What follows belongs to an exercise in optimizing a design on an open flow for small area; a production flow would make more cautious choices.
In this exercise RTL edits were held to simulation tests only and were not proved equivalent to the original.
Power is estimated from default activity; no workload was simulated.

### flow/flow/outbuf.tcl
# Output port buffers, made from sky130_fd_sc_hd__buf_1 cells (the outputs only
# drive the fixed 0.01 pF load); the input port buffers were made at global
# placement.
buffer_ports -outputs -buffer_cell sky130_fd_sc_hd__buf_1
### flow/constraint.sdc
create_clock -name core_clock -period 10.0 [get_ports {clk}]
set_input_delay 2.0000 -clock core_clock [delete_from_list [all_inputs] [get_ports {clk}]]
set_output_delay 2.0000 -clock core_clock [all_outputs]
set_load 0.01 [all_outputs]
### flow/standard.sh
#!/bin/bash
# synth_recipe.tcl (not shown) runs the flow's synth.tcl, then flattens the netlist and writes it again
# the make line also repeats each setting of config.mk as NAME=value (left out here)
make -C /OpenROAD-flow-scripts/flow DESIGN_CONFIG=/design/flow/config.mk WORK_HOME=/design/flow/orfs CLKGATE_MAP_FILE= SYNTH_SCRIPT=/design/flow/synth_recipe.tcl "${@:-finish}"
### flow/config.mk
export PLATFORM = sky130hd
export DESIGN_NAME = ycc_to_rgb
export DESIGN_NICKNAME = ycc_to_rgb
export VERILOG_FILES = /design/flow/design.v
export SDC_FILE = /design/flow/constraint.sdc
export NUM_CORES = 4
export LEC_CHECK = 0
export CAP_MARGIN = 20
export CORE_MARGIN = 2
export CORE_UTILIZATION = 75
export CTS_BUF_LIST = sky130_fd_sc_hd__clkbuf_8
export PLACE_DENSITY = 0.85
export SLEW_MARGIN = 20
export SYNTH_HIERARCHICAL = 1
export SYNTH_MINIMUM_KEEP_SIZE = 0
### flow/flow/abc_map.script
strash
dch
amap -F 4 -A 8
topo
stime -c
### flow/design.v
module ycc_to_rgb (
    input  wire        clk,
    input  wire        rst,           
    input  wire        in_valid,
    input  wire        in_mode,       
    input  wire [2:0]  in_cll,        
    input  wire [15:0] in_e0,         
    input  wire [15:0] in_e1,         
    input  wire [15:0] in_e2,         
    output reg         out_valid,
    output wire [31:0] out_pixel      
);
  wire [15:0] y    = in_e0;
  wire [15:0] cb   = in_e1;
  wire [15:0] cr   = in_e2;
  wire [15:0] y_n  = ~in_e0;
  wire [15:0] cb_n = ~in_e1;
  wire [15:0] cr_n = ~in_e2;
  wire [7:0]  yy   = in_e0[7:0];
  wire [15:0] co_w = {8'd0, in_e1[7:0]} << in_cll;
  wire [15:0] cg_w = {8'd0, in_e2[7:0]} << in_cll;
  wire [7:0]  co   = co_w[8:1];
  wire [7:0]  cg   = cg_w[8:1];
  wire [7:0]  co_n = ~co;
  wire [7:0]  cg_n = ~cg;
  wire ri1 = ~cr_n[13];
  wire rs2, rc3;
  ha u_rs2 (cr_n[14], cr_n[12], rs2, rc3);
  wire rs4, rc5;
  fa u_rs4 (cr[15], cr_n[13], cr[11], rs4, rc5);
  wire rs6, rc7;
  fa u_rs6 (y[0], cr_n[14], cr[12], rs6, rc7);
  wire rs8, rc9;
  fa u_rs8 (y[1], cr[15], cr[13], rs8, rc9);
  wire rs10, rc11;
  fa u_rs10 (cr_n[9], cr[6], cr_n[4], rs10, rc11);
  wire rs12, rc13;
  fa u_rs12 (y[2], cr[14], cr_n[10], rs12, rc13);
  wire rs14, rc15;
  fa u_rs14 (cr[7], cr_n[5], cr_n[3], rs14, rc15);
  wire rs16, rc17;
  fa u_rs16 (y[3], cr_n[15], cr_n[11], rs16, rc17);
  wire rs18, rc19;
  ha u_rs18 (cr[8], cr_n[6], rs18, rc19);
  wire rs20, rc21;
  fa u_rs20 (y[4], cr_n[12], cr[9], rs20, rc21);
  wire ri22 = ~cr_n[7];
  wire rs23, rc24;
  fa u_rs23 (y[5], cr_n[13], cr[10], rs23, rc24);
  wire ri25 = ~cr_n[8];
  wire rs26, rc27;
  fa u_rs26 (y[6], cr_n[14], cr[11], rs26, rc27);
  wire ri28 = ~cr_n[9];
  wire rs29, rc30;
  fa u_rs29 (y[7], cr[15], cr[12], rs29, rc30);
  wire ri31 = ~y[8];
  wire ri32 = ~y[9];
  wire ri33 = ~cr_n[8];
  wire rs34, rc35;
  ha u_rs34 (cr_n[9], cr_n[7], rs34, rc35);
  wire rs36, rc37;
  ha u_rs36 (cr_n[10], cr_n[8], rs36, rc37);
  wire rs38, rc39;
  fa u_rs38 (cr_n[11], cr_n[9], cr[7], rs38, rc39);
  wire rs40, rc41;
  fa u_rs40 (cr_n[12], cr_n[10], cr[8], rs40, rc41);
  wire rs42, rc43;
  fa u_rs42 (cr_n[11], cr[9], cr_n[5], rs42, rc43);
  wire rs44, rc45;
  ha u_rs44 (cr[2], cr_n[0], rs44, rc45);
  wire rs46, rc47;
  fa u_rs46 (cr_n[13], cr[10], cr_n[6], rs46, rc47);
  wire rs48, rc49;
  fa u_rs48 (cr[3], cr_n[1], rs2, rs48, rc49);
  wire rs50, rc51;
  fa u_rs50 (cr_n[7], cr[4], cr_n[2], rs50, rc51);
  wire rs52, rc53;
  fa u_rs52 (cr_n[0], rc3, rs4, rs52, rc53);
  wire rs54, rc55;
  fa u_rs54 (cr_n[8], cr[5], cr_n[3], rs54, rc55);
  wire rs56, rc57;
  fa u_rs56 (cr_n[1], rc5, rs6, rs56, rc57);
  wire rs58, rc59;
  fa u_rs58 (cr_n[2], cr[0], rc7, rs58, rc59);
  wire rs60, rc61;
  fa u_rs60 (1'b1, rs8, rs10, rs60, rc61);
  wire rs62, rc63;
  fa u_rs62 (cr[1], rc9, rc11, rs62, rc63);
  wire rs64, rc65;
  fa u_rs64 (1'b1, rs12, rs14, rs64, rc65);
  wire rs66, rc67;
  fa u_rs66 (cr_n[4], cr[2], rs18, rs66, rc67);
  wire rs68, rc69;
  fa u_rs68 (rc13, rc15, rs16, rs68, rc69);
  wire rs70, rc71;
  fa u_rs70 (cr_n[5], cr[3], ri22, rs70, rc71);
  wire rs72, rc73;
  fa u_rs72 (rc19, rc17, rs20, rs72, rc73);
  wire rs74, rc75;
  fa u_rs74 (cr_n[7], cr_n[6], cr[4], rs74, rc75);
  wire rs76, rc77;
  fa u_rs76 (ri25, rc21, rs23, rs76, rc77);
  wire rs78, rc79;
  fa u_rs78 (cr_n[8], cr_n[7], cr[5], rs78, rc79);
  wire rs80, rc81;
  fa u_rs80 (ri28, rc24, rs26, rs80, rc81);
  wire rs82, rc83;
  fa u_rs82 (cr_n[9], cr_n[10], cr_n[8], rs82, rc83);
  wire rs84, rc85;
  fa u_rs84 (cr[6], rc27, rs29, rs84, rc85);
  wire rs86, rc87;
  fa u_rs86 (cr[13], cr_n[11], cr_n[9], rs86, rc87);
  wire rs88, rc89;
  fa u_rs88 (cr[7], ri31, rc30, rs88, rc89);
  wire rs90, rc91;
  fa u_rs90 (y[8], cr[14], cr_n[12], rs90, rc91);
  wire rs92, rc93;
  fa u_rs92 (cr_n[10], cr[8], ri32, rs92, rc93);
  wire rs94, rc95;
  fa u_rs94 (y[9], y[10], cr_n[15], rs94, rc95);
  wire rs96, rc97;
  fa u_rs96 (cr_n[13], cr_n[11], cr[9], rs96, rc97);
  wire rs98, rc99;
  fa u_rs98 (y[11], cr_n[14], cr_n[12], rs98, rc99);
  wire ri100 = ~cr[10];
  wire rs101, rc102;
  fa u_rs101 (y[12], cr[15], cr_n[13], rs101, rc102);
  wire ri103 = ~cr[11];
  wire rs104, rc105;
  fa u_rs104 (y[13], cr_n[14], cr[12], rs104, rc105);
  wire rs106, rc107;
  ha u_rs106 (cr_n[6], cr[4], rs106, rc107);
  wire rs108, rc109;
  fa u_rs108 (cr_n[8], cr[5], cr_n[1], rs108, rc109);
  wire rs110, rc111;
  fa u_rs110 (cr[6], cr_n[2], rc35, rs110, rc111);
  wire rs112, rc113;
  fa u_rs112 (cr_n[3], cr[0], rc37, rs112, rc113);
  wire rs114, rc115;
  fa u_rs114 (cr_n[4], cr[1], rc39, rs114, rc115);
  wire rs116, rc117;
  fa u_rs116 (ri1, rs44, rc41, rs116, rc117);
  wire rs118, rc119;
  fa u_rs118 (rc45, rc43, rs46, rs118, rc119);
  wire rs120, rc121;
  fa u_rs120 (rc47, rs50, rc49, rs120, rc121);
  wire rs122, rc123;
  fa u_rs122 (rc51, rs54, rc53, rs122, rc123);
  wire rs124, rc125;
  fa u_rs124 (rc55, rc57, rs58, rs124, rc125);
  wire rs126, rc127;
  fa u_rs126 (rc59, rc61, rs62, rs126, rc127);
  wire rs128, rc129;
  fa u_rs128 (rs66, rc63, rc65, rs128, rc129);
  wire rs130, rc131;
  fa u_rs130 (rs70, rc67, rc69, rs130, rc131);
  wire rs132, rc133;
  fa u_rs132 (rs74, rc71, rc73, rs132, rc133);
  wire rs134, rc135;
  fa u_rs134 (rc75, rs78, rc77, rs134, rc135);
  wire rs136, rc137;
  fa u_rs136 (rc79, rs82, rc81, rs136, rc137);
  wire rs138, rc139;
  fa u_rs138 (rc83, rs86, rc85, rs138, rc139);
  wire rs140, rc141;
  fa u_rs140 (rc87, rs90, rs92, rs140, rc141);
  wire rs142, rc143;
  fa u_rs142 (rc91, rs94, rs96, rs142, rc143);
  wire rs144, rc145;
  fa u_rs144 (ri100, rc95, rc97, rs144, rc145);
  wire rs146, rc147;
  fa u_rs146 (cr[10], ri103, rc99, rs146, rc147);
  wire rs148, rc149;
  fa u_rs148 (cr[11], rc102, rs104, rs148, rc149);
  wire rs150, rc151;
  fa u_rs150 (y[14], cr[15], cr[13], rs150, rc151);
  wire ri152 = ~cr_n[2];
  wire rs153, rc154;
  ha u_rs153 (cr_n[3], cr_n[1], rs153, rc154);
  wire rs155, rc156;
  fa u_rs155 (cr_n[4], cr_n[2], cr[0], rs155, rc156);
  wire rs157, rc158;
  fa u_rs157 (cr_n[5], cr_n[3], cr[1], rs157, rc158);
  wire rs159, rc160;
  fa u_rs159 (cr_n[6], cr_n[4], cr[2], rs159, rc160);
  wire rs161, rc162;
  fa u_rs161 (cr_n[7], cr_n[5], cr[3], rs161, rc162);
  wire rs163, rc164;
  fa u_rs163 (cr_n[0], ri33, rs106, rs163, rc164);
  wire rs165, rc166;
  fa u_rs165 (rc107, rs34, rs108, rs165, rc166);
  wire rs167, rc168;
  fa u_rs167 (rs36, rc109, rs110, rs167, rc168);
  wire rs169, rc170;
  fa u_rs169 (rs38, rc111, rs112, rs169, rc170);
  wire rs171, rc172;
  fa u_rs171 (rs40, rc113, rs114, rs171, rc172);
  wire rs173, rc174;
  fa u_rs173 (rs42, rc115, rs116, rs173, rc174);
  wire rs175, rc176;
  fa u_rs175 (rs48, rc117, rs118, rs175, rc176);
  wire rs177, rc178;
  fa u_rs177 (rc119, rs52, rs120, rs177, rc178);
  wire rs179, rc180;
  fa u_rs179 (rs56, rc121, rs122, rs179, rc180);
  wire rs181, rc182;
  fa u_rs181 (rs60, rc123, rs124, rs181, rc182);
  wire rs183, rc184;
  fa u_rs183 (rs64, rc125, rs126, rs183, rc184);
  wire rs185, rc186;
  fa u_rs185 (rs68, rc127, rs128, rs185, rc186);
  wire rs187, rc188;
  fa u_rs187 (rs72, rc129, rs130, rs187, rc188);
  wire r_l21_0 = in_mode ? yy[0] : rs76;
  wire r_l21_1 = in_mode ? co[0] : rc131;
  wire r_l21_2 = in_mode ? cg_n[0] : rs132;
  wire rs189, rc190;
  fa u_rs189 (r_l21_0, r_l21_1, r_l21_2, rs189, rc190);
  wire r_l22_0 = in_mode ? yy[1] : rs80;
  wire r_l22_1 = in_mode ? co[1] : rc133;
  wire r_l22_2 = in_mode ? cg_n[1] : rs134;
  wire rs191, rc192;
  fa u_rs191 (r_l22_0, r_l22_1, r_l22_2, rs191, rc192);
  wire r_l23_0 = in_mode ? yy[2] : rs84;
  wire r_l23_1 = in_mode ? co[2] : rc135;
  wire r_l23_2 = in_mode ? cg_n[2] : rs136;
  wire rs193, rc194;
  fa u_rs193 (r_l23_0, r_l23_1, r_l23_2, rs193, rc194);
  wire r_l24_0 = in_mode ? yy[3] : rs88;
  wire r_l24_1 = in_mode ? co[3] : rc137;
  wire r_l24_2 = in_mode ? cg_n[3] : rs138;
  wire rs195, rc196;
  fa u_rs195 (r_l24_0, r_l24_1, r_l24_2, rs195, rc196);
  wire r_l25_0 = in_mode ? yy[4] : rc89;
  wire r_l25_1 = in_mode ? co[4] : rs140;
  wire r_l25_2 = in_mode ? cg_n[4] : rc139;
  wire rs197, rc198;
  fa u_rs197 (r_l25_0, r_l25_1, r_l25_2, rs197, rc198);
  wire r_l26_0 = in_mode ? yy[5] : rc93;
  wire r_l26_1 = in_mode ? co[5] : rs142;
  wire r_l26_2 = in_mode ? cg_n[5] : rc141;
  wire rs199, rc200;
  fa u_rs199 (r_l26_0, r_l26_1, r_l26_2, rs199, rc200);
  wire r_l27_0 = in_mode ? yy[6] : rs98;
  wire r_l27_1 = in_mode ? co[6] : rc143;
  wire r_l27_2 = in_mode ? cg_n[6] : rs144;
  wire rs201, rc202;
  fa u_rs201 (r_l27_0, r_l27_1, r_l27_2, rs201, rc202);
  wire r_l28_0 = in_mode ? yy[7] : rs101;
  wire r_l28_1 = in_mode ? co[7] : rc145;
  wire r_l28_2 = in_mode ? cg_n[7] : rs146;
  wire rs203, rc204;
  fa u_rs203 (r_l28_0, r_l28_1, r_l28_2, rs203, rc204);
  wire rs205, rc206;
  fa u_rs205 (1'b1, rc147, rs148, rs205, rc206);
  wire rs207, rc208;
  fa u_rs207 (rc105, rs150, rc149, rs207, rc208);
  wire rs209, rc210;
  fa u_rs209 (y_n[15], cr[14], rc151, rs209, rc210);
  wire r_bl = rc188 & ~in_mode;
  wire [21:0] r_cy;
  assign r_cy[0] = 1'b0;
  wire r_G0 = ((cr_n[2] & rs153) | ((cr_n[2] | rs153) & ((ri152 & cr_n[0]) | ((ri152 | cr_n[0]) & ((cr_n[1] & 1'b0) | ((cr_n[1] | 1'b0) & (1'b1 & cr_n[0])))))));
  wire r_P0 = (1'b1 | cr_n[0]) & (cr_n[1] | 1'b0) & (ri152 | cr_n[0]) & (cr_n[2] | rs153);
  assign r_cy[4] = r_G0 | (r_P0 & r_cy[0]);
  wire r_G4 = ((rc160 & rs161) | ((rc160 | rs161) & ((rc158 & rs159) | ((rc158 | rs159) & ((rc156 & rs157) | ((rc156 | rs157) & (rc154 & rs155)))))));
  wire r_P4 = (rc154 | rs155) & (rc156 | rs157) & (rc158 | rs159) & (rc160 | rs161);
  assign r_cy[8] = r_G4 | (r_P4 & r_cy[4]);
  wire r_G8 = ((rc168 & rs169) | ((rc168 | rs169) & ((rc166 & rs167) | ((rc166 | rs167) & ((rc164 & rs165) | ((rc164 | rs165) & (rc162 & rs163)))))));
  wire r_P8 = (rc162 | rs163) & (rc164 | rs165) & (rc166 | rs167) & (rc168 | rs169);
  assign r_cy[12] = r_G8 | (r_P8 & r_cy[8]);
  wire r_G12 = ((rc176 & rs177) | ((rc176 | rs177) & ((rc174 & rs175) | ((rc174 | rs175) & ((rc172 & rs173) | ((rc172 | rs173) & (rc170 & rs171)))))));
  wire r_P12 = (rc170 | rs171) & (rc172 | rs173) & (rc174 | rs175) & (rc176 | rs177);
  assign r_cy[16] = r_G12 | (r_P12 & r_cy[12]);
  wire r_G16 = ((rc184 & rs185) | ((rc184 | rs185) & ((rc182 & rs183) | ((rc182 | rs183) & ((rc180 & rs181) | ((rc180 | rs181) & (rc178 & rs179)))))));
  wire r_P16 = (rc178 | rs179) & (rc180 | rs181) & (rc182 | rs183) & (rc184 | rs185);
  assign r_cy[20] = r_G16 | (r_P16 & r_cy[16]);
  wire r_G20 = (rc186 & rs187);
  wire r_P20 = (rc186 | rs187);
  assign r_cy[21] = r_G20 | (r_P20 & r_cy[20]);
  wire r_ci = r_cy[21] | in_mode;
  wire rs211, rc212;
  fa u_rs211 (rs189, r_bl, r_ci, rs211, rc212);
  wire rs213, rc214;
  fa u_rs213 (rs191, rc190, rc212, rs213, rc214);
  wire rs215, rc216;
  fa u_rs215 (rs193, rc192, rc214, rs215, rc216);
  wire rs217, rc218;
  fa u_rs217 (rs195, rc194, rc216, rs217, rc218);
  wire r_sk0 = ((rs195 & rc194) | ((rs195 | rc194) & ((rs193 & rc192) | ((rs193 | rc192) & ((rs191 & rc190) | ((rs191 | rc190) & (rs189 & r_bl))))))) | ((rs189 | r_bl) & (rs191 | rc190) & (rs193 | rc192) & (rs195 | rc194) & r_ci);
  wire rs219, rc220;
  fa u_rs219 (rs197, rc196, r_sk0, rs219, rc220);
  wire rs221, rc222;
  fa u_rs221 (rs199, rc198, rc220, rs221, rc222);
  wire rs223, rc224;
  fa u_rs223 (rs201, rc200, rc222, rs223, rc224);
  wire rs225, rc226;
  fa u_rs225 (rs203, rc202, rc224, rs225, rc226);
  wire [7:0] r_m = {rs225, rs223, rs221, rs219, rs217, rs215, rs213, rs211};
  wire rs227, rc228;
  ha u_rs227 (rc204, rs205, rs227, rc228);
  wire rs229, rc230;
  fa u_rs229 (rc206, rs207, rc228, rs229, rc230);
  wire rs231, rc232;
  fa u_rs231 (rc208, rs209, rc230, rs231, rc232);
  wire rs233, rc234;
  fa u_rs233 (rc210, cr_n[15], rc232, rs233, rc234);
  wire ri235 = ~rc234;
  wire [4:0] r_t = {ri235, rs233, rs231, rs229, rs227};
  wire r_in0 = rc226 ? (&r_t) : ~(|r_t);
  wire [2:0] r_k = {rc204, cg[7], co[7]};
  wire r_q0 = (r_k == 3'b000) | (r_k == 3'b101) | (r_k == 3'b011);
  wire r_q1 = (r_k == 3'b100) | (r_k == 3'b010) | (r_k == 3'b111);
  wire r_qn = (r_k == 3'b001);
  wire r_in1 = rc226 ? r_q0 : r_q1;
  wire r_ng1 = rc226 ? r_qn : (r_qn | r_q0);
  wire r_in = in_mode ? r_in1 : r_in0;
  wire r_hi = in_mode ? ~r_ng1 : ~r_t[4];
  wire [7:0] r_o = r_in ? r_m : {8{r_hi}};
  wire gi236 = ~cb[14];
  wire gs237, gc238;
  fa u_gs237 (y[0], cb_n[15], cb[5], gs237, gc238);
  wire gs239, gc240;
  fa u_gs239 (cb[3], cb_n[1], cr[15], gs239, gc240);
  wire gs241, gc242;
  fa u_gs241 (y[1], cb[6], cb[4], gs241, gc242);
  wire gi243 = ~cb_n[2];
  wire gs244, gc245;
  fa u_gs244 (y[2], cb[7], cb[5], gs244, gc245);
  wire gi246 = ~cb_n[3];
  wire gs247, gc248;
  fa u_gs247 (y[3], cb[8], cb[6], gs247, gc248);
  wire gi249 = ~cb_n[4];
  wire gs250, gc251;
  fa u_gs250 (y[4], cb[9], cb[7], gs250, gc251);
  wire gi252 = ~y[5];
  wire gi253 = ~y[6];
  wire gs254, gc255;
  ha u_gs254 (cb[12], cb[2], gs254, gc255);
  wire gs256, gc257;
  fa u_gs256 (cb[13], cb[3], cb[1], gs256, gc257);
  wire gs258, gc259;
  ha u_gs258 (cr_n[13], cr[9], gs258, gc259);
  wire gs260, gc261;
  fa u_gs260 (cb[4], cb[2], cb_n[0], gs260, gc261);
  wire gs262, gc263;
  fa u_gs262 (cr_n[14], cr[10], cr[7], gs262, gc263);
  wire gs264, gc265;
  ha u_gs264 (cr[4], cr[1], gs264, gc265);
  wire gs266, gc267;
  fa u_gs266 (cb[14], cr[11], cr[8], gs266, gc267);
  wire gs268, gc269;
  fa u_gs268 (cr[5], cr[2], cr_n[0], gs268, gc269);
  wire gs270, gc271;
  fa u_gs270 (1'b1, gs237, gs239, gs270, gc271);
  wire gs272, gc273;
  fa u_gs272 (cr[12], cr[9], cr[6], gs272, gc273);
  wire gs274, gc275;
  fa u_gs274 (cr[3], cr_n[1], gi243, gs274, gc275);
  wire gs276, gc277;
  fa u_gs276 (gc238, gc240, gs241, gs276, gc277);
  wire gs278, gc279;
  fa u_gs278 (cb_n[2], cr[13], cr[10], gs278, gc279);
  wire gs280, gc281;
  fa u_gs280 (cr[7], cr[4], cr_n[2], gs280, gc281);
  wire gs282, gc283;
  fa u_gs282 (gi246, gc242, gs244, gs282, gc283);
  wire gs284, gc285;
  fa u_gs284 (cb_n[3], cr[14], cr[11], gs284, gc285);
  wire gs286, gc287;
  fa u_gs286 (cr[8], cr[5], cr_n[3], gs286, gc287);
  wire gs288, gc289;
  fa u_gs288 (gi249, gc245, gs247, gs288, gc289);
  wire gs290, gc291;
  fa u_gs290 (cb_n[4], cb_n[5], cr_n[15], gs290, gc291);
  wire gs292, gc293;
  fa u_gs292 (cr[12], cr[9], cr[6], gs292, gc293);
  wire gs294, gc295;
  fa u_gs294 (cr_n[4], gc248, gs250, gs294, gc295);
  wire gs296, gc297;
  fa u_gs296 (cb[10], cb[8], cb_n[6], gs296, gc297);
  wire gs298, gc299;
  fa u_gs298 (cr[13], cr[10], cr[7], gs298, gc299);
  wire gs300, gc301;
  fa u_gs300 (cr_n[5], gi252, gc251, gs300, gc301);
  wire gs302, gc303;
  fa u_gs302 (y[5], cb[11], cb[9], gs302, gc303);
  wire gs304, gc305;
  fa u_gs304 (cb_n[7], cr[14], cr[11], gs304, gc305);
  wire gs306, gc307;
  fa u_gs306 (cr[8], cr_n[6], gi253, gs306, gc307);
  wire gs308, gc309;
  fa u_gs308 (y[6], y[7], cb[12], gs308, gc309);
  wire gs310, gc311;
  fa u_gs310 (cb[10], cb_n[8], cr_n[15], gs310, gc311);
  wire gs312, gc313;
  fa u_gs312 (cr[12], cr[9], cr_n[7], gs312, gc313);
  wire gs314, gc315;
  fa u_gs314 (y[8], cb[13], cb[11], gs314, gc315);
  wire gs316, gc317;
  fa u_gs316 (cb_n[9], cr[13], cr[10], gs316, gc317);
  wire gi318 = ~cr_n[8];
  wire gs319, gc320;
  fa u_gs319 (y[9], cb[14], cb[12], gs319, gc320);
  wire gs321, gc322;
  fa u_gs321 (cb_n[10], cr[14], cr[11], gs321, gc322);
  wire gi323 = ~cr_n[9];
  wire gs324, gc325;
  fa u_gs324 (y[10], cb_n[15], cb[13], gs324, gc325);
  wire gs326, gc327;
  fa u_gs326 (cb_n[11], cr_n[15], cr[12], gs326, gc327);
  wire gi328 = ~cr_n[10];
  wire gs329, gc330;
  fa u_gs329 (y[11], cb[14], cb_n[12], gs329, gc330);
  wire gi331 = ~y[12];
  wire gs332, gc333;
  fa u_gs332 (cb[10], cb[0], cr_n[10], gs332, gc333);
  wire gs334, gc335;
  fa u_gs334 (cb[11], cb[1], cr_n[11], gs334, gc335);
  wire gs336, gc337;
  ha u_gs336 (cr[7], cr[4], gs336, gc337);
  wire gs338, gc339;
  fa u_gs338 (cb[0], cr_n[12], cr[8], gs338, gc339);
  wire gs340, gc341;
  fa u_gs340 (cr[5], cr[2], gs254, gs340, gc341);
  wire gs342, gc343;
  fa u_gs342 (cr[6], cr[3], cr[0], gs342, gc343);
  wire gs344, gc345;
  fa u_gs344 (gc255, gs258, gs256, gs344, gc345);
  wire gs346, gc347;
  fa u_gs346 (gi236, gc259, gs264, gs346, gc347);
  wire gs348, gc349;
  fa u_gs348 (gc257, gs260, gs262, gs348, gc349);
  wire gs350, gc351;
  fa u_gs350 (gc265, gc261, gc263, gs350, gc351);
  wire gs352, gc353;
  fa u_gs352 (gs266, gs268, gs270, gs352, gc353);
  wire gs354, gc355;
  fa u_gs354 (gc267, gc269, gs272, gs354, gc355);
  wire gs356, gc357;
  fa u_gs356 (gs274, gc271, gs276, gs356, gc357);
  wire gs358, gc359;
  fa u_gs358 (gc273, gs278, gs280, gs358, gc359);
  wire gs360, gc361;
  fa u_gs360 (gc275, gc277, gs282, gs360, gc361);
  wire gs362, gc363;
  fa u_gs362 (gc279, gc281, gs284, gs362, gc363);
  wire gs364, gc365;
  fa u_gs364 (gs286, gc283, gs288, gs364, gc365);
  wire gs366, gc367;
  fa u_gs366 (gc285, gc287, gs290, gs366, gc367);
  wire gs368, gc369;
  fa u_gs368 (gs292, gc289, gs294, gs368, gc369);
  wire gs370, gc371;
  fa u_gs370 (gc291, gc293, gs296, gs370, gc371);
  wire gs372, gc373;
  fa u_gs372 (gs298, gc295, gs300, gs372, gc373);
  wire gs374, gc375;
  fa u_gs374 (gc297, gc299, gs302, gs374, gc375);
  wire gs376, gc377;
  fa u_gs376 (gs304, gs306, gc301, gs376, gc377);
  wire gs378, gc379;
  fa u_gs378 (gc303, gc305, gs308, gs378, gc379);
  wire gs380, gc381;
  fa u_gs380 (gs310, gs312, gc307, gs380, gc381);
  wire gs382, gc383;
  fa u_gs382 (gi318, gc309, gc311, gs382, gc383);
  wire gs384, gc385;
  fa u_gs384 (gc313, gs314, gs316, gs384, gc385);
  wire gs386, gc387;
  fa u_gs386 (cr_n[8], gi323, gc315, gs386, gc387);
  wire gs388, gc389;
  fa u_gs388 (gc317, gs319, gs321, gs388, gc389);
  wire gs390, gc391;
  fa u_gs390 (cr_n[9], gi328, gc320, gs390, gc391);
  wire gs392, gc393;
  fa u_gs392 (gc322, gs324, gs326, gs392, gc393);
  wire gs394, gc395;
  fa u_gs394 (cr_n[10], cr[13], cr_n[11], gs394, gc395);
  wire gs396, gc397;
  fa u_gs396 (gc325, gc327, gs329, gs396, gc397);
  wire gs398, gc399;
  fa u_gs398 (cb_n[15], cb_n[13], cr[14], gs398, gc399);
  wire gs400, gc401;
  fa u_gs400 (cr_n[12], gi331, gc330, gs400, gc401);
  wire gs402, gc403;
  fa u_gs402 (y[12], y[13], cb_n[14], gs402, gc403);
  wire gs404, gc405;
  ha u_gs404 (cr_n[15], cr_n[13], gs404, gc405);
  wire gs406, gc407;
  ha u_gs406 (y[14], cb[15], gs406, gc407);
  wire gs408, gc409;
  ha u_gs408 (cb[7], cr_n[7], gs408, gc409);
  wire gs410, gc411;
  fa u_gs410 (cb[8], cr_n[8], cr[4], gs410, gc411);
  wire gs412, gc413;
  fa u_gs412 (cb[9], cr_n[9], cr[5], gs412, gc413);
  wire gs414, gc415;
  fa u_gs414 (cr[6], cr[3], cr[0], gs414, gc415);
  wire gs416, gc417;
  fa u_gs416 (cr[1], gs336, gc333, gs416, gc417);
  wire gs418, gc419;
  fa u_gs418 (gc337, gc335, gs338, gs418, gc419);
  wire gs420, gc421;
  fa u_gs420 (gc339, gs342, gc341, gs420, gc421);
  wire gs422, gc423;
  fa u_gs422 (gc343, gs346, gc345, gs422, gc423);
  wire gs424, gc425;
  fa u_gs424 (gc347, gc349, gs350, gs424, gc425);
  wire gs426, gc427;
  fa u_gs426 (gc351, gs354, gc353, gs426, gc427);
  wire gs428, gc429;
  fa u_gs428 (gc355, gs358, gc357, gs428, gc429);
  wire gs430, gc431;
  fa u_gs430 (gc359, gs362, gc361, gs430, gc431);
  wire gs432, gc433;
  fa u_gs432 (gc363, gs366, gc365, gs432, gc433);
  wire gs434, gc435;
  fa u_gs434 (gc367, gs370, gc369, gs434, gc435);
  wire gs436, gc437;
  fa u_gs436 (gc371, gs374, gs376, gs436, gc437);
  wire gs438, gc439;
  fa u_gs438 (gc375, gs378, gs380, gs438, gc439);
  wire gs440, gc441;
  fa u_gs440 (gc379, gs382, gc381, gs440, gc441);
  wire gs442, gc443;
  fa u_gs442 (gc383, gc385, gs386, gs442, gc443);
  wire gs444, gc445;
  fa u_gs444 (gc387, gc389, gs390, gs444, gc445);
  wire gs446, gc447;
  fa u_gs446 (gs394, gc391, gc393, gs446, gc447);
  wire gs448, gc449;
  fa u_gs448 (gc395, gs398, gc397, gs448, gc449);
  wire gs450, gc451;
  fa u_gs450 (gs404, gc399, gs402, gs450, gc451);
  wire gs452, gc453;
  fa u_gs452 (cr_n[14], gc405, gs406, gs452, gc453);
  wire gs454, gc455;
  fa u_gs454 (y_n[15], cr[15], gc407, gs454, gc455);
  wire gi456 = ~cb[0];
  wire gs457, gc458;
  ha u_gs457 (cb[1], cr_n[1], gs457, gc458);
  wire gs459, gc460;
  ha u_gs459 (cb[2], cr_n[2], gs459, gc460);
  wire gs461, gc462;
  ha u_gs461 (cb[3], cr_n[3], gs461, gc462);
  wire gs463, gc464;
  fa u_gs463 (cb[4], cr_n[4], cr[0], gs463, gc464);
  wire gs465, gc466;
  fa u_gs465 (cb[5], cr_n[5], cr[1], gs465, gc466);
  wire gs467, gc468;
  fa u_gs467 (cb[6], cr_n[6], cr[2], gs467, gc468);
  wire gs469, gc470;
  fa u_gs469 (cr[3], cr[0], gs408, gs469, gc470);
  wire gs471, gc472;
  fa u_gs471 (cr[1], gc409, gs410, gs471, gc472);
  wire gs473, gc474;
  fa u_gs473 (cr[2], gc411, gs412, gs473, gc474);
  wire gs475, gc476;
  fa u_gs475 (gc413, gs414, gs332, gs475, gc476);
  wire gs477, gc478;
  fa u_gs477 (gc415, gs334, gs416, gs477, gc478);
  wire gs479, gc480;
  fa u_gs479 (gs340, gc417, gs418, gs479, gc480);
  wire gs481, gc482;
  fa u_gs481 (gc419, gs344, gs420, gs481, gc482);
  wire gs483, gc484;
  fa u_gs483 (gs348, gc421, gs422, gs483, gc484);
  wire gs485, gc486;
  fa u_gs485 (gc423, gs424, gs352, gs485, gc486);
  wire gs487, gc488;
  fa u_gs487 (gc425, gs356, gs426, gs487, gc488);
  wire gs489, gc490;
  fa u_gs489 (gs360, gc427, gs428, gs489, gc490);
  wire gs491, gc492;
  fa u_gs491 (gs364, gc429, gs430, gs491, gc492);
  wire gs493, gc494;
  fa u_gs493 (gs368, gc431, gs432, gs493, gc494);
  wire g_l21_0 = in_mode ? yy[0] : gs372;
  wire g_l21_1 = in_mode ? cg[0] : gc433;
  wire g_l21_2 = gs434 & ~in_mode;
  wire gs495, gc496;
  fa u_gs495 (g_l21_0, g_l21_1, g_l21_2, gs495, gc496);
  wire g_l22_0 = in_mode ? yy[1] : gc373;
  wire g_l22_1 = in_mode ? cg[1] : gs436;
  wire g_l22_2 = gc435 & ~in_mode;
  wire gs497, gc498;
  fa u_gs497 (g_l22_0, g_l22_1, g_l22_2, gs497, gc498);
  wire g_l23_0 = in_mode ? yy[2] : gc377;
  wire g_l23_1 = in_mode ? cg[2] : gs438;
  wire g_l23_2 = gc437 & ~in_mode;
  wire gs499, gc500;
  fa u_gs499 (g_l23_0, g_l23_1, g_l23_2, gs499, gc500);
  wire g_l24_0 = in_mode ? yy[3] : gs384;
  wire g_l24_1 = in_mode ? cg[3] : gc439;
  wire g_l24_2 = gs440 & ~in_mode;
  wire gs501, gc502;
  fa u_gs501 (g_l24_0, g_l24_1, g_l24_2, gs501, gc502);
  wire g_l25_0 = in_mode ? yy[4] : gs388;
  wire g_l25_1 = in_mode ? cg[4] : gc441;
  wire g_l25_2 = gs442 & ~in_mode;
  wire gs503, gc504;
  fa u_gs503 (g_l25_0, g_l25_1, g_l25_2, gs503, gc504);
  wire g_l26_0 = in_mode ? yy[5] : gs392;
  wire g_l26_1 = in_mode ? cg[5] : gc443;
  wire g_l26_2 = gs444 & ~in_mode;
  wire gs505, gc506;
  fa u_gs505 (g_l26_0, g_l26_1, g_l26_2, gs505, gc506);
  wire g_l27_0 = in_mode ? yy[6] : gs396;
  wire g_l27_1 = in_mode ? cg[6] : gc445;
  wire g_l27_2 = gs446 & ~in_mode;
  wire gs507, gc508;
  fa u_gs507 (g_l27_0, g_l27_1, g_l27_2, gs507, gc508);
  wire g_l28_0 = in_mode ? yy[7] : gs400;
  wire g_l28_1 = in_mode ? cg[7] : gc447;
  wire g_l28_2 = gs448 & ~in_mode;
  wire gs509, gc510;
  fa u_gs509 (g_l28_0, g_l28_1, g_l28_2, gs509, gc510);
  wire gs511, gc512;
  fa u_gs511 (gc401, gs450, gc449, gs511, gc512);
  wire gs513, gc514;
  fa u_gs513 (gc403, gs452, gc451, gs513, gc514);
  wire gs515, gc516;
  fa u_gs515 (1'b1, gs454, gc453, gs515, gc516);
  wire g_bl = gc494 & ~in_mode;
  wire [21:0] g_cy;
  assign g_cy[0] = 1'b0;
  wire g_G0 = ((gc458 & gs459) | ((gc458 | gs459) & ((cb[0] & gs457) | ((cb[0] | gs457) & ((gi456 & cr_n[0]) | ((gi456 | cr_n[0]) & (1'b0 & 1'b0)))))));
  wire g_P0 = (1'b0 | 1'b0) & (gi456 | cr_n[0]) & (cb[0] | gs457) & (gc458 | gs459);
  assign g_cy[4] = g_G0 | (g_P0 & g_cy[0]);
  wire g_G4 = ((gc466 & gs467) | ((gc466 | gs467) & ((gc464 & gs465) | ((gc464 | gs465) & ((gc462 & gs463) | ((gc462 | gs463) & (gc460 & gs461)))))));
  wire g_P4 = (gc460 | gs461) & (gc462 | gs463) & (gc464 | gs465) & (gc466 | gs467);
  assign g_cy[8] = g_G4 | (g_P4 & g_cy[4]);
  wire g_G8 = ((gc474 & gs475) | ((gc474 | gs475) & ((gc472 & gs473) | ((gc472 | gs473) & ((gc470 & gs471) | ((gc470 | gs471) & (gc468 & gs469)))))));
  wire g_P8 = (gc468 | gs469) & (gc470 | gs471) & (gc472 | gs473) & (gc474 | gs475);
  assign g_cy[12] = g_G8 | (g_P8 & g_cy[8]);
  wire g_G12 = ((gc482 & gs483) | ((gc482 | gs483) & ((gc480 & gs481) | ((gc480 | gs481) & ((gc478 & gs479) | ((gc478 | gs479) & (gc476 & gs477)))))));
  wire g_P12 = (gc476 | gs477) & (gc478 | gs479) & (gc480 | gs481) & (gc482 | gs483);
  assign g_cy[16] = g_G12 | (g_P12 & g_cy[12]);
  wire g_G16 = ((gc490 & gs491) | ((gc490 | gs491) & ((gc488 & gs489) | ((gc488 | gs489) & ((gc486 & gs487) | ((gc486 | gs487) & (gc484 & gs485)))))));
  wire g_P16 = (gc484 | gs485) & (gc486 | gs487) & (gc488 | gs489) & (gc490 | gs491);
  assign g_cy[20] = g_G16 | (g_P16 & g_cy[16]);
  wire g_G20 = (gc492 & gs493);
  wire g_P20 = (gc492 | gs493);
  assign g_cy[21] = g_G20 | (g_P20 & g_cy[20]);
  wire g_ci = g_cy[21] & ~in_mode;
  wire gs517, gc518;
  fa u_gs517 (gs495, g_bl, g_ci, gs517, gc518);
  wire gs519, gc520;
  fa u_gs519 (gs497, gc496, gc518, gs519, gc520);
  wire gs521, gc522;
  fa u_gs521 (gs499, gc498, gc520, gs521, gc522);
  wire gs523, gc524;
  fa u_gs523 (gs501, gc500, gc522, gs523, gc524);
  wire g_sk0 = ((gs501 & gc500) | ((gs501 | gc500) & ((gs499 & gc498) | ((gs499 | gc498) & ((gs497 & gc496) | ((gs497 | gc496) & (gs495 & g_bl))))))) | ((gs495 | g_bl) & (gs497 | gc496) & (gs499 | gc498) & (gs501 | gc500) & g_ci);
  wire gs525, gc526;
  fa u_gs525 (gs503, gc502, g_sk0, gs525, gc526);
  wire gs527, gc528;
  fa u_gs527 (gs505, gc504, gc526, gs527, gc528);
  wire gs529, gc530;
  fa u_gs529 (gs507, gc506, gc528, gs529, gc530);
  wire gs531, gc532;
  fa u_gs531 (gs509, gc508, gc530, gs531, gc532);
  wire [7:0] g_m = {gs531, gs529, gs527, gs525, gs523, gs521, gs519, gs517};
  wire gs533, gc534;
  ha u_gs533 (gc510, gs511, gs533, gc534);
  wire gs535, gc536;
  fa u_gs535 (gc512, gs513, gc534, gs535, gc536);
  wire gs537, gc538;
  fa u_gs537 (gc514, gs515, gc536, gs537, gc538);
  wire gs539, gc540;
  fa u_gs539 (gc516, gc455, gc538, gs539, gc540);
  wire gi541 = ~gc540;
  wire [4:0] g_t = {gi541, gs539, gs537, gs535, gs533};
  wire g_in0 = gc532 ? (&g_t) : ~(|g_t);
  wire g_in1 = (gc532 | gc510) == cg[7];
  wire g_ng1 = ~(gc532 | gc510) & cg[7];
  wire g_in = in_mode ? g_in1 : g_in0;
  wire g_hi = in_mode ? ~g_ng1 : ~g_t[4];
  wire [7:0] g_o = g_in ? g_m : {8{g_hi}};
  wire bs542, bc543;
  ha u_bs542 (y[1], cb_n[14], bs542, bc543);
  wire bs544, bc545;
  fa u_bs544 (y[2], cb[15], cb[13], bs544, bc545);
  wire bi546 = ~cb[10];
  wire bs547, bc548;
  fa u_bs547 (y[3], cb[14], cb[11], bs547, bc548);
  wire bi549 = ~cb[9];
  wire bs550, bc551;
  fa u_bs550 (y[4], cb_n[15], cb[12], bs550, bc551);
  wire bi552 = ~y[5];
  wire bi553 = ~y[6];
  wire bs554, bc555;
  fa u_bs554 (cb_n[11], cb[9], cb[6], bs554, bc555);
  wire bs556, bc557;
  fa u_bs556 (cb_n[12], cb[10], cb[7], bs556, bc557);
  wire bs558, bc559;
  fa u_bs558 (y[0], cb_n[13], cb[11], bs558, bc559);
  wire bs560, bc561;
  ha u_bs560 (cb[8], cb[6], bs560, bc561);
  wire bs562, bc563;
  fa u_bs562 (cb[12], cb[9], cb[7], bs562, bc563);
  wire bs564, bc565;
  fa u_bs564 (cb_n[3], cb[0], bs542, bs564, bc565);
  wire bs566, bc567;
  fa u_bs566 (cb[8], cb_n[4], cb[1], bs566, bc567);
  wire bs568, bc569;
  fa u_bs568 (bi546, bc543, bs544, bs568, bc569);
  wire bs570, bc571;
  fa u_bs570 (cb[10], cb_n[5], cb[2], bs570, bc571);
  wire bs572, bc573;
  fa u_bs572 (bi549, bc545, bs547, bs572, bc573);
  wire bs574, bc575;
  fa u_bs574 (cb[9], cb[10], cb_n[6], bs574, bc575);
  wire bs576, bc577;
  fa u_bs576 (cb[3], bc548, bs550, bs576, bc577);
  wire bs578, bc579;
  fa u_bs578 (cb[13], cb[11], cb_n[7], bs578, bc579);
  wire bs580, bc581;
  fa u_bs580 (cb[4], bi552, bc551, bs580, bc581);
  wire bs582, bc583;
  fa u_bs582 (y[5], cb[14], cb[12], bs582, bc583);
  wire bs584, bc585;
  fa u_bs584 (cb_n[8], cb[5], bi553, bs584, bc585);
  wire bs586, bc587;
  fa u_bs586 (y[6], y[7], cb_n[15], bs586, bc587);
  wire bs588, bc589;
  fa u_bs588 (cb[13], cb_n[9], cb[6], bs588, bc589);
  wire bs590, bc591;
  fa u_bs590 (y[8], cb[14], cb_n[10], bs590, bc591);
  wire bi592 = ~cb[7];
  wire bs593, bc594;
  fa u_bs593 (y[9], cb_n[15], cb_n[11], bs593, bc594);
  wire bi595 = ~y[10];
  wire bi596 = ~y[11];
  wire bs597, bc598;
  ha u_bs597 (cb_n[7], cb[5], bs597, bc598);
  wire bs599, bc600;
  fa u_bs599 (cb_n[8], cb[6], cb[3], bs599, bc600);
  wire bs601, bc602;
  fa u_bs601 (cb_n[9], cb[7], cb[4], bs601, bc602);
  wire bs603, bc604;
  fa u_bs603 (cb_n[10], cb[8], cb[5], bs603, bc604);
  wire bs605, bc606;
  fa u_bs605 (cb[4], cb_n[0], bs554, bs605, bc606);
  wire bs607, bc608;
  fa u_bs607 (cb[5], cb_n[1], bc555, bs607, bc608);
  wire bs609, bc610;
  fa u_bs609 (cb_n[2], bs560, bc557, bs609, bc610);
  wire bs611, bc612;
  fa u_bs611 (bc561, bc559, bs562, bs611, bc612);
  wire bs613, bc614;
  fa u_bs613 (bc563, bs566, bc565, bs613, bc614);
  wire bs615, bc616;
  fa u_bs615 (bc567, bs570, bc569, bs615, bc616);
  wire bs617, bc618;
  fa u_bs617 (bc571, bs574, bc573, bs617, bc618);
  wire bs619, bc620;
  fa u_bs619 (bc575, bs578, bc577, bs619, bc620);
  wire bs621, bc622;
  fa u_bs621 (bc579, bs582, bs584, bs621, bc622);
  wire bs623, bc624;
  fa u_bs623 (bc583, bs586, bs588, bs623, bc624);
  wire bs625, bc626;
  fa u_bs625 (bi592, bc587, bc589, bs625, bc626);
  wire bs627, bc628;
  fa u_bs627 (cb[7], cb[8], bc591, bs627, bc628);
  wire bs629, bc630;
  fa u_bs629 (cb_n[12], cb[9], bi595, bs629, bc630);
  wire bs631, bc632;
  fa u_bs631 (y[10], cb_n[13], cb[10], bs631, bc632);
  wire bs633, bc634;
  fa u_bs633 (y[11], y[12], cb_n[14], bs633, bc634);
  wire bs635, bc636;
  fa u_bs635 (y[13], cb[15], cb[12], bs635, bc636);
  wire bi637 = ~y[14];
  wire bs638, bc639;
  ha u_bs638 (cb_n[5], cb[3], bs638, bc639);
  wire bs640, bc641;
  fa u_bs640 (cb_n[6], cb[4], cb[1], bs640, bc641);
  wire bs642, bc643;
  fa u_bs642 (cb[2], cb[0], bs597, bs642, bc643);
  wire bs644, bc645;
  fa u_bs644 (cb[1], bc598, bs599, bs644, bc645);
  wire bs646, bc647;
  fa u_bs646 (cb[2], bc600, bs601, bs646, bc647);
  wire bs648, bc649;
  fa u_bs648 (cb[3], bc602, bs603, bs648, bc649);
  wire bs650, bc651;
  fa u_bs650 (1'b1, bc604, bs605, bs650, bc651);
  wire bs652, bc653;
  fa u_bs652 (bs556, bc606, bs607, bs652, bc653);
  wire bs654, bc655;
  fa u_bs654 (bs558, bc608, bs609, bs654, bc655);
  wire bs656, bc657;
  fa u_bs656 (bs564, bc610, bs611, bs656, bc657);
  wire bs658, bc659;
  fa u_bs658 (bc612, bs568, bs613, bs658, bc659);
  wire bs660, bc661;
  fa u_bs660 (bs572, bc614, bs615, bs660, bc661);
  wire bs662, bc663;
  fa u_bs662 (bs576, bc616, bs617, bs662, bc663);
  wire b_l21_0 = in_mode ? yy[0] : bs580;
  wire b_l21_1 = in_mode ? co_n[0] : bc618;
  wire b_l21_2 = in_mode ? cg_n[0] : bs619;
  wire bs664, bc665;
  fa u_bs664 (b_l21_0, b_l21_1, b_l21_2, bs664, bc665);
  wire b_l22_0 = in_mode ? yy[1] : bc581;
  wire b_l22_1 = in_mode ? co_n[1] : bs621;
  wire b_l22_2 = in_mode ? cg_n[1] : bc620;
  wire bs666, bc667;
  fa u_bs666 (b_l22_0, b_l22_1, b_l22_2, bs666, bc667);
  wire b_l23_0 = in_mode ? yy[2] : bc585;
  wire b_l23_1 = in_mode ? co_n[2] : bs623;
  wire b_l23_2 = in_mode ? cg_n[2] : bc622;
  wire bs668, bc669;
  fa u_bs668 (b_l23_0, b_l23_1, b_l23_2, bs668, bc669);
  wire b_l24_0 = in_mode ? yy[3] : bs590;
  wire b_l24_1 = in_mode ? co_n[3] : bc624;
  wire b_l24_2 = in_mode ? cg_n[3] : bs625;
  wire bs670, bc671;
  fa u_bs670 (b_l24_0, b_l24_1, b_l24_2, bs670, bc671);
  wire b_l25_0 = in_mode ? yy[4] : bs593;
  wire b_l25_1 = in_mode ? co_n[4] : bc626;
  wire b_l25_2 = in_mode ? cg_n[4] : bs627;
  wire bs672, bc673;
  fa u_bs672 (b_l25_0, b_l25_1, b_l25_2, bs672, bc673);
  wire b_l26_0 = in_mode ? yy[5] : bc594;
  wire b_l26_1 = in_mode ? co_n[5] : bs629;
  wire b_l26_2 = in_mode ? cg_n[5] : bc628;
  wire bs674, bc675;
  fa u_bs674 (b_l26_0, b_l26_1, b_l26_2, bs674, bc675);
  wire b_l27_0 = in_mode ? yy[6] : bi596;
  wire b_l27_1 = in_mode ? co_n[6] : bs631;
  wire b_l27_2 = in_mode ? cg_n[6] : bc630;
  wire bs676, bc677;
  fa u_bs676 (b_l27_0, b_l27_1, b_l27_2, bs676, bc677);
  wire b_l28_0 = in_mode ? yy[7] : cb[11];
  wire b_l28_1 = in_mode ? co_n[7] : bc632;
  wire b_l28_2 = in_mode ? cg_n[7] : bs633;
  wire bs678, bc679;
  fa u_bs678 (b_l28_0, b_l28_1, b_l28_2, bs678, bc679);
  wire bs680, bc681;
  fa u_bs680 (1'b1, bc634, bs635, bs680, bc681);
  wire bs682, bc683;
  fa u_bs682 (cb[13], bi637, bc636, bs682, bc683);
  wire bs684, bc685;
  fa u_bs684 (y[14], y_n[15], cb[14], bs684, bc685);
  wire b_bl = bc663 | in_mode;
  wire [21:0] b_cy;
  assign b_cy[0] = 1'b0;
  wire b_G0 = ((1'b1 & cb_n[0]) | ((1'b1 | cb_n[0]) & ((1'b0 & 1'b0) | ((1'b0 | 1'b0) & ((1'b0 & 1'b0) | ((1'b0 | 1'b0) & (1'b0 & 1'b0)))))));
  wire b_P0 = (1'b0 | 1'b0) & (1'b0 | 1'b0) & (1'b0 | 1'b0) & (1'b1 | cb_n[0]);
  assign b_cy[4] = b_G0 | (b_P0 & b_cy[0]);
  wire b_G4 = ((cb_n[4] & cb[2]) | ((cb_n[4] | cb[2]) & ((cb_n[3] & cb[1]) | ((cb_n[3] | cb[1]) & ((cb_n[2] & cb[0]) | ((cb_n[2] | cb[0]) & (cb_n[1] & 1'b0)))))));
  wire b_P4 = (cb_n[1] | 1'b0) & (cb_n[2] | cb[0]) & (cb_n[3] | cb[1]) & (cb_n[4] | cb[2]);
  assign b_cy[8] = b_G4 | (b_P4 & b_cy[4]);
  wire b_G8 = ((bc643 & bs644) | ((bc643 | bs644) & ((bc641 & bs642) | ((bc641 | bs642) & ((bc639 & bs640) | ((bc639 | bs640) & (bs638 & cb[0])))))));
  wire b_P8 = (bs638 | cb[0]) & (bc639 | bs640) & (bc641 | bs642) & (bc643 | bs644);
  assign b_cy[12] = b_G8 | (b_P8 & b_cy[8]);
  wire b_G12 = ((bc651 & bs652) | ((bc651 | bs652) & ((bc649 & bs650) | ((bc649 | bs650) & ((bc647 & bs648) | ((bc647 | bs648) & (bc645 & bs646)))))));
  wire b_P12 = (bc645 | bs646) & (bc647 | bs648) & (bc649 | bs650) & (bc651 | bs652);
  assign b_cy[16] = b_G12 | (b_P12 & b_cy[12]);
  wire b_G16 = ((bc659 & bs660) | ((bc659 | bs660) & ((bc657 & bs658) | ((bc657 | bs658) & ((bc655 & bs656) | ((bc655 | bs656) & (bc653 & bs654)))))));
  wire b_P16 = (bc653 | bs654) & (bc655 | bs656) & (bc657 | bs658) & (bc659 | bs660);
  assign b_cy[20] = b_G16 | (b_P16 & b_cy[16]);
  wire b_G20 = (bc661 & bs662);
  wire b_P20 = (bc661 | bs662);
  assign b_cy[21] = b_G20 | (b_P20 & b_cy[20]);
  wire b_ci = b_cy[21] | in_mode;
  wire bs686, bc687;
  fa u_bs686 (bs664, b_bl, b_ci, bs686, bc687);
  wire bs688, bc689;
  fa u_bs688 (bs666, bc665, bc687, bs688, bc689);
  wire bs690, bc691;
  fa u_bs690 (bs668, bc667, bc689, bs690, bc691);
  wire bs692, bc693;
  fa u_bs692 (bs670, bc669, bc691, bs692, bc693);
  wire b_sk0 = ((bs670 & bc669) | ((bs670 | bc669) & ((bs668 & bc667) | ((bs668 | bc667) & ((bs666 & bc665) | ((bs666 | bc665) & (bs664 & b_bl))))))) | ((bs664 | b_bl) & (bs666 | bc665) & (bs668 | bc667) & (bs670 | bc669) & b_ci);
  wire bs694, bc695;
  fa u_bs694 (bs672, bc671, b_sk0, bs694, bc695);
  wire bs696, bc697;
  fa u_bs696 (bs674, bc673, bc695, bs696, bc697);
  wire bs698, bc699;
  fa u_bs698 (bs676, bc675, bc697, bs698, bc699);
  wire bs700, bc701;
  fa u_bs700 (bs678, bc677, bc699, bs700, bc701);
  wire [7:0] b_m = {bs700, bs698, bs696, bs694, bs692, bs690, bs688, bs686};
  wire bs702, bc703;
  ha u_bs702 (bc679, bs680, bs702, bc703);
  wire bs704, bc705;
  fa u_bs704 (bc681, bs682, bc703, bs704, bc705);
  wire bs706, bc707;
  fa u_bs706 (bc683, bs684, bc705, bs706, bc707);
  wire bs708, bc709;
  fa u_bs708 (bc685, cb_n[15], bc707, bs708, bc709);
  wire bi710 = ~bc709;
  wire [4:0] b_t = {bi710, bs708, bs706, bs704, bs702};
  wire b_in0 = bc701 ? (&b_t) : ~(|b_t);
  wire [2:0] b_k = {bc679, cg[7], co[7]};
  wire b_q0 = (b_k == 3'b000);
  wire b_q1 = (b_k == 3'b100) | (b_k == 3'b010) | (b_k == 3'b001);
  wire b_q2 = (b_k == 3'b110) | (b_k == 3'b101) | (b_k == 3'b011);
  wire b_in1 = bc701 ? b_q1 : b_q2;
  wire b_ng1 = bc701 ? b_q0 : (b_q0 | b_q1);
  wire b_in = in_mode ? b_in1 : b_in0;
  wire b_hi = in_mode ? ~b_ng1 : ~b_t[4];
  wire [7:0] b_o = b_in ? b_m : {8{b_hi}};
  reg [23:0] pix;
  always @(posedge clk) begin
    if (rst) out_valid <= 1'b0;
    else     out_valid <= in_valid;
    pix <= {b_o, g_o, r_o};
  end
  assign out_pixel = {8'hff, pix};
endmodule
module fa (input wire a, input wire b, input wire c, output wire s, output wire co);
  assign s  = a ^ b ^ c;
  assign co = (a & b) | (a & c) | (b & c);
endmodule
module xr (input wire a, input wire b, output wire s);
  assign s = a ^ b;
endmodule
module ha (input wire a, input wire b, output wire s, output wire co);
  assign s  = a ^ b;
  assign co = a & b;
endmodule
### flow/flow/run.sh
#!/bin/bash
# The standard layout with two changes:
#  - the synthesis is the standard flow's (synth_recipe.tcl), except that its final ABC
#    mapping uses flow/abc_map.script (area-oriented mapping) instead of ORFS's
#    speed script;
#  - the input port buffers are sky130_fd_sc_hd__buf_2 cells, the output port
#    buffers sky130_fd_sc_hd__buf_1 cells (flow/outbuf.tcl, before the resizing
#    step after global placement).
set -euo pipefail
here=$(pwd)
{
  echo "# synth_recipe.tcl, with the final ABC mapping done by $here/flow/abc_map.script"
  echo "proc abc {args} {"
  echo "  set i [lsearch -exact \$args -script]"
  echo "  if {\$i >= 0} { lset args [expr {\$i + 1}] $here/flow/abc_map.script }"
  echo "  yosys abc {*}\$args"
  echo "}"
  cat "$here/synth_recipe.tcl"
} > "$here/synth_area.tcl"
bash standard.sh SYNTH_SCRIPT="$here/synth_area.tcl" \
  BUFFER_PORTS_ARGS="-inputs -buffer_cell sky130_fd_sc_hd__buf_2" \
  PRE_RESIZE_TCL="$here/flow/outbuf.tcl" finish > standard_flow.log 2>&1
==> results.txt <==
status complete, no violations; synth unique cells 39; Non-Filler Instances 1092; Switch Pwr 1.02 mW; area delta synth->final 6.75%; slowest cell delay on critical path 0.65 ns; delay-heaviest family, CP adder cells; post-route setup TNS 0 ns; most frequent cell after synthesis fa_1; vias in the first global route 8235; Final Critical Period 8.95 ns; Sw Ratio 53.6%; CTS tree yes; Resize count post-CTS 0; hpwl dp 24.8 mm; Crit path depth 22; Hold Fails Final Rpt 0; Residual DRC 0; RSZ-0062 raised after global routing false; Final Setup Violations 0; Synth Area per Inst 11.6 µm²; period utilization 89.5%; Peak Freq 112 MHz; Synth area leader fa_1; Slew Limit Headroom 44.2%; Die Width 117 µm; final worst slack 1.05 ns; sequential share of power 9.0%; number of enable flip-flop cells after synthesis 0; CTS max path bufs 2; postcts setup bufs 0; most frequent CP cell fa_1; leak pwr 3.82 nW; post-route ant nets 0; Yosys top cell area share 65.9%; #FFs+latches synth 25; Clock Power Share 3.4%; first-pass GRT wire length 45.5 mm; worst path arrival time 9.07 ns; class of the worst hold path in2reg; Core Box Area 0.0125 mm²; clk root buf clkbuf_8; commonest cells in the synthesized netlist 315 x fa_1, 129 x clkinv_1, 94 x o21ai_0, 40 x nor2_1, 30 x o22ai_1; Initial Utilization 76.4%; full die area 0.0137 mm²; CP max stage cell fa_1; endpoint class of the critical path register; Initial DRT Pass Iterations 7; I/O pin count 88; synth top area cells fa_1 66%, dfxtp_1 5.2%, clkinv_1 5.1%; antenna violations before repair 2; buffers and inverters on the worst path 3; Worst IR Drop VDD 148 µV; Hold Buf Count CTS 0; layout net count 1315; DRT Wirelength 29.8 mm; gr usage total 47.3%; synthesized area 0.00956 mm²; # Max-Cap Violations 0; Slew @ Worst Pin 0.828 ns; Required @ worst endpoint 10.12 ns; total number of vias 7518; vias per std cell 6.88; Most used DFF post-synth dfxtp_1; cell breakdown of the critical path buf_2 > clkinv_1 > fa_1 > fa_1 > fa_1 > fa_1 > o22a_1 > a222oi_1 > o21a_1 > nor2_1 > a21oi_1 > nand2_1 > a221o_1 > fa_1 > fa_1 > fa_1 > fa_1 > clkinv_1 > a21oi_1 > o32a_1 > o21ai_0 > o21ai_0; Crit Path Class in2reg; layout cells sized above 1 6.64%; gp weighted congestion 1.03; register area share after synthesis 5.23%; CTS buffer count 3; Pins Over Slew Limit 0; Syn Inst Count 827; Startpoint Class input port; CTS clk-pin slew, worst paths 0.09 ns; Power Dens Cells 187 mW/mm²; internal power 0.886 mW; origin of the worst setup path in_e2[14]; Die Ht 117 µm; Async SR Flop Fraction 0%; Port Buffers 54; Crit Path Max Fanout 9; CTS sink cnt 25; end of the critical path pix[5]$_DFF_P_; Post-Place Cells 1087; # fillers 774; Comb power frac 87.7%; pre-CTS WS 0.859 ns; 1st-iter DRT viols 1035; # rows 41; largest net degree at the start of global routing 66; Yosys warning count 7; DR WL/cell 27.3 µm; total grt overflow 0; htree depth 1
[logic make-up (layout without fill, tap and decap cells)]
group	after synthesis	count (layout)	share of synthesized area (%)
fa+ha+maj	340	340	69.2
other cells	1	16	0.0392
flops	25	25	5.23
simple gates	98	98	4.58
buf+inv	137	215	5.69
compound gates	226	226	15.2
[layout by cell type (no fill, tap or decap), types with 22 or more instances in the layout]
master / n
buf_1: 25
buf_2: 54
clkinv_1: 129
dfxtp_1: 25
fa_1: 315
ha_1: 25
nand2_1: 29
nor2_1: 40
o21a_1: 22
o21ai_0: 94
o22ai_1: 30
[modules after synthesis, one instance, submodules excluded]
module,copies in the design,cells,area (µm²)
ycc_to_rgb,1,488,2960
fa,315,1,20.0
ha,24,1,12.5
[sequential cells by signal (all words and copies together), names as in the netlist]
signal,count
pix,24
out_valid,1
[worst min path at each step]
| stage | endpoint | startpoint | slack [ns] | cells past startpoint |
|---|---|---|---|---|
| 3_5_place_dp | out_valid$_SDFF_PP0_ | rst | 2.17 | 2 |
| 4_1_cts | out_valid$_SDFF_PP0_ | rst | 1.87 | 2 |
| 3_3_place_gp | out_valid$_SDFF_PP0_ | rst | 2.15 | 2 |
| 5_1_grt | out_valid$_SDFF_PP0_ | rst | 1.87 | 2 |
| 6_report | out_valid$_SDFF_PP0_ | rst | 1.88 | 2 |
| 2_1_floorplan | out_valid$_SDFF_PP0_ | rst | 2.07 | 1 |
[power groups by stage]
stage,Sequential (mW),Clock [mW],Combinational (mW)
after floorplan,0.196,0,1.08
after global placement,0.208,0,1.44
after detailed placement,0.174,0,1.61
after CTS,0.172,0.0634,1.62
after global routing,0.177,0.0669,1.84
final,0.172,0.0640,1.67
[final cells by class]
class,count,area (µm²),share of cell area [%]
diodes,1,2.50,0.0245
multi-input cells,679,8570,84.0
flip-flops and latches,25,500,4.90
well taps,172,215,2.11
clock buffers,3,41.3,0.404
inverters,129,484,4.74
clock inverters,1,7.51,0.0735
repair buffers,82,387,3.79
[metrics by stage]
stage	cell area (µm²)	util, %	power [mW]	hold slack, ns
floorplan	9620	-	1.28	2.07
detailed placement	10200	81.1	1.79	2.17
finish	10200	81.6	1.91	1.88
CTS	10200	81.5	1.86	1.87
global route	10200	81.5	2.08	1.87
global placement	10100	80.4	1.65	2.15
[layer usage]
metal	wire length, µm	track usage [%]	vias up
li1	-	-	2941
met1	10200	61.7	3789
met2	14000	72.8	624
met3	4010	16.3	162
met4	1630	22.4	2
met5	11	0	-

afterwards: timing with drivers on the ports:
In the flow no input, the clock included, has a driving cell. The finished layout below was timed again as built, in two steps.
Step 1 assumes that a clkbuf_16 drives the clock port and a buf_2 every other input.
Step 2 also shifts input and output timing later by t, the mid clock arrival at the registers, as if the neighbouring blocks saw the same clock.
a / b / c = no drivers / after step 1 / after step 2; a / b = the first two.
shift t [ns]: 0.301
slack for setup (ns): 1.053 / 1.056 / 0.754
worst setup path at the end: input to register
After both steps this run still meets setup and hold. For this run, drivers alone change the setup slack by +0.003 ns; drivers and shift together by -0.299 ns.
